This is an optimization exercise on Yosys and OpenROAD, whose aim is small area, a short achievable clock period and few clock cycles per item, not a production implementation. The RTL was checked by simulation tests, not by an equivalence proof against the original design.

## bcc_block
module bcc_block (
  input  wire         clk,
  input  wire         rst,           
  input  wire         in_valid,
  output wire         in_ready,
  input  wire         in_decrypt,    
  input  wire [4:0]   in_keylen,     
  input  wire [127:0] in_key,
  input  wire [63:0]  in_block,
  output wire         out_valid,
  input  wire         out_ready,
  output wire [63:0]  out_block
);
  function [7:0] add8(input [7:0] a, input [7:0] c);
    integer k;
    reg cy;
    begin
      cy = 1'b0;
      for (k = 0; k < 8; k = k + 1) begin
        add8[k] = a[k] ^ c[k] ^ cy;
        cy = (a[k] & c[k]) | (cy & (a[k] | c[k]));
      end
    end
  endfunction
  reg        v0;
  reg        d0;
  reg [63:0] x0;
  reg [63:0] k0;
  reg        v1;
  reg        d1;
  reg [63:0] x1;
  reg [63:0] k1;
  reg        v2;
  reg        d2;
  reg [63:0] x2;
  reg [63:0] k2;
  reg        v3;
  reg        d3;
  reg [63:0] x3;
  reg [63:0] k3;
  reg        v4;
  reg        d4;
  reg [63:0] x4;
  reg [63:0] k4;
  ...
export LEC_CHECK = 0
export CAP_MARGIN = 20
export CORE_MARGIN = 2
export CORE_UTILIZATION = 65
export CTS_BUF_LIST = sky130_fd_sc_hd__clkbuf_4 sky130_fd_sc_hd__clkbuf_8
export SLEW_MARGIN = 20
create_clock -name core_clock -period 12.0 [get_ports {clk}]
standard.sh (not shown) runs the stock make flow with config.mk's settings and CLKGATE_MAP_FILE= SYNTH_SCRIPT=/design/flow/synth_recipe.tcl, a recipe that flattens the netlist after the stock synthesis.
==> flow/flow/run.sh <==
#!/bin/bash
bash standard.sh "BUFFER_PORTS_ARGS=-buffer_cell sky130_fd_sc_hd__buf_1" SETUP_SLACK_MARGIN=7.8 finish > flow_make.log 2>&1
The starting point ran to the end with no violations.
Testbench counts at the start, summed over its fixed seeds: cycles 1,648, items 1,600.
Change:
==> flow/flow/run.sh (replaced) <==
#!/bin/bash
bash standard.sh "BUFFER_PORTS_ARGS=-buffer_cell sky130_fd_sc_hd__buf_1" SETUP_SLACK_MARGIN=8.0 finish > flow_make.log 2>&1
Effect: The changed run passed the timing, DRC and antenna checks; utilization is higher by 0.93 points; via count is higher by 1.0%; non-clock buffer count is higher by 44; setup slack gets better by 0.12 ns.

========
bcc_block, a different RTL version from the one above (not shown whole).
Size: ~3500 cells after synthesis, roughly 460 flip-flops, about 270 I/O pins, ~0.039 mm² of cells after synthesis.
clock: 12.0 ns
lec_check: 0
cap_margin: 20
core_margin: 2
core_utilization: 40
setup_slack_margin: 5
slew_margin: 20
run.sh (not shown) runs the stock make flow with config.mk's settings and CLKGATE_MAP_FILE= SYNTH_SCRIPT=/design/flow/synth_recipe.tcl, a recipe that flattens the netlist after the stock synthesis.
Stock flow here: none of the scripts above is used.
The first run produced a clean layout.
Testbench counts at the start, summed over its fixed seeds: cycles 1,632, items 1,600.
Edit:
==> flow/flow/run.sh (new file) <==
#!/bin/bash
bash standard.sh "BUFFER_PORTS_ARGS=-buffer_cell sky130_fd_sc_hd__buf_1" SETUP_SLACK_MARGIN=6.8 finish > flow_make.log 2>&1
==> flow/standard.sh (new file) <==
#!/bin/bash
# synth_recipe.tcl (not shown) runs the flow's synth.tcl, then flattens the netlist and writes it again
# the make line also repeats each setting of config.mk as NAME=value (left out here)
make -C /OpenROAD-flow-scripts/flow DESIGN_CONFIG=/design/flow/config.mk WORK_HOME=/design/flow/orfs CLKGATE_MAP_FILE= SYNTH_SCRIPT=/design/flow/synth_recipe.tcl "${@:-finish}"
--- a/flow/config.mk
+++ b/flow/config.mk
@@ -9,4 +9,4 @@
 export CORE_MARGIN = 2
-export CORE_UTILIZATION = 40
-export SETUP_SLACK_MARGIN = 5
+export CORE_UTILIZATION = 65
+export CTS_BUF_LIST = sky130_fd_sc_hd__clkbuf_4 sky130_fd_sc_hd__clkbuf_8
 export SLEW_MARGIN = 20
removed: flow/run.sh
Result: The new run finished with timing, DRC and antenna clean. Design area is about the same. Via count increases by roughly a tenth. Maximum frequency increases by a quarter to a third. Core utilization increases by 29 points.
Edit:
==> flow/flow/run.sh (replaced) <==
#!/bin/bash
bash standard.sh SETUP_SLACK_MARGIN=6.7 finish > flow_make.log 2>&1
--- a/flow/config.mk
+++ b/flow/config.mk
@@ -9,4 +9,3 @@
 export CORE_MARGIN = 2
-export CORE_UTILIZATION = 65
-export CTS_BUF_LIST = sky130_fd_sc_hd__clkbuf_4 sky130_fd_sc_hd__clkbuf_8
+export CORE_UTILIZATION = 40
 export SLEW_MARGIN = 20
=> Global-route usage goes down by 18 points. Die area is higher by 61%. Hold slack got worse by 0.0036 ns. Area after synthesis does not change. Worst setup slack got worse by 0.11 ns. Cell area rises by 3.2%.

========
bcc_block again, from the RTL that the note above started with.
export LEC_CHECK = 0
export CAP_MARGIN = 20
export CORE_MARGIN = 2
export CORE_UTILIZATION = 70
export CTS_BUF_LIST = sky130_fd_sc_hd__clkbuf_4 sky130_fd_sc_hd__clkbuf_8
export SLEW_MARGIN = 20
create_clock -name core_clock -period 12.0 [get_ports {clk}]
standard.sh (not shown) runs the stock make flow with config.mk's settings and CLKGATE_MAP_FILE= SYNTH_SCRIPT=/design/flow/synth_recipe.tcl, a recipe that flattens the netlist after the stock synthesis.
==> flow/flow/run.sh <==
#!/bin/bash
bash standard.sh "BUFFER_PORTS_ARGS=-buffer_cell sky130_fd_sc_hd__buf_1" SETUP_SLACK_MARGIN=6.7 finish > flow_make.log 2>&1
The baseline produced a clean layout.
Testbench counts at the start, summed over its fixed seeds: cycles 1,632, items 1,600.
Then changed:
==> flow/flow/run.sh (replaced) <==
#!/bin/bash
bash standard.sh SETUP_SLACK_MARGIN=6.0 finish > flow_make.log 2>&1
Settings changed: CORE_UTILIZATION 70 to 40, CTS_BUF_LIST sky130_fd_sc_hd__clkbuf_4 sky130_fd_sc_hd__clkbuf_8 to unset.
=> Clock-buffer cell count shrinks by 31; die area went up by 74%; fmax fell by 11%; global-route usage fell by 21 points; critical path depth came out lower by 22.
Then changed:
==> flow/flow/run.sh (replaced) <==
#!/bin/bash
bash standard.sh "BUFFER_PORTS_ARGS=-buffer_cell sky130_fd_sc_hd__buf_1" SETUP_SLACK_MARGIN=6.7 finish > flow_make.log 2>&1
Settings changed: CORE_UTILIZATION 40 to 70.
Setup slack gets better by 0.54 ns.
Count of clock-buffer cells in the layout shrinks by 6.
Die area shrinks by 42%.
Flip-flop and latch count is unchanged.

port drivers added, routing unchanged:
How much do the figures lean on ideal ports? The routed layouts below were timed once more, with nothing changed but the port constraints. Step 1 (the two cells are an assumption about what drives the block):
set clk [get_ports {clk}]
set_driving_cell -lib_cell sky130_fd_sc_hd__clkbuf_16 $clk
set_driving_cell -lib_cell sky130_fd_sc_hd__buf_2 [delete_from_list [all_inputs] $clk]
Step 2 adds t to the input delays and takes it off the output delays; t is the mean of the earliest and latest rising clock arrival at the registers after step 1. Input paths then give back, and output paths get back, about the clock's delay inside the block. Slacks: no drivers / after step 1 / after step 2; pairs: no drivers / after step 1.
run | shift t [ns] | setup slack, ns | hold WS [ns] | pins driven straight from the clock port
the first run of note 1 | 0.816 | 7.769 / 7.793 / 6.991 | 0.445 / 0.445 / 0.445 | 1
the second run of note 1 | 0.834 | 7.884 / 7.898 / 7.064 | 0.429 / 0.429 / 0.429 | 1
the first run of note 2 | 0.689 | 5.498 / 5.542 / 4.853 | 0.449 / 0.449 / 0.449 | 1
the second run of note 2 | 0.761 | 6.799 / 6.776 / 6.077 | 0.459 / 0.459 / 0.459 | 1
the third run of note 2 | 0.674 | 6.686 / 6.686 / 6.121 | 0.455 / 0.455 / 0.455 | 1
the first run of note 3 | 0.754 | 6.722 / 6.697 / 6.024 | 0.455 / 0.455 / 0.455 | 1
the second run of note 3 | 0.710 | 6.097 / 6.072 / 5.585 | 0.458 / 0.458 / 0.458 | 1
the third run of note 3 | 0.684 | 6.634 / 6.666 / 5.982 | 0.459 / 0.459 / 0.459 | 1
After both steps every run listed still meets setup and hold. The setup slack of the second run of note 1, which loses most, moves by +0.014 ns with the drivers and by -0.820 ns with both steps.
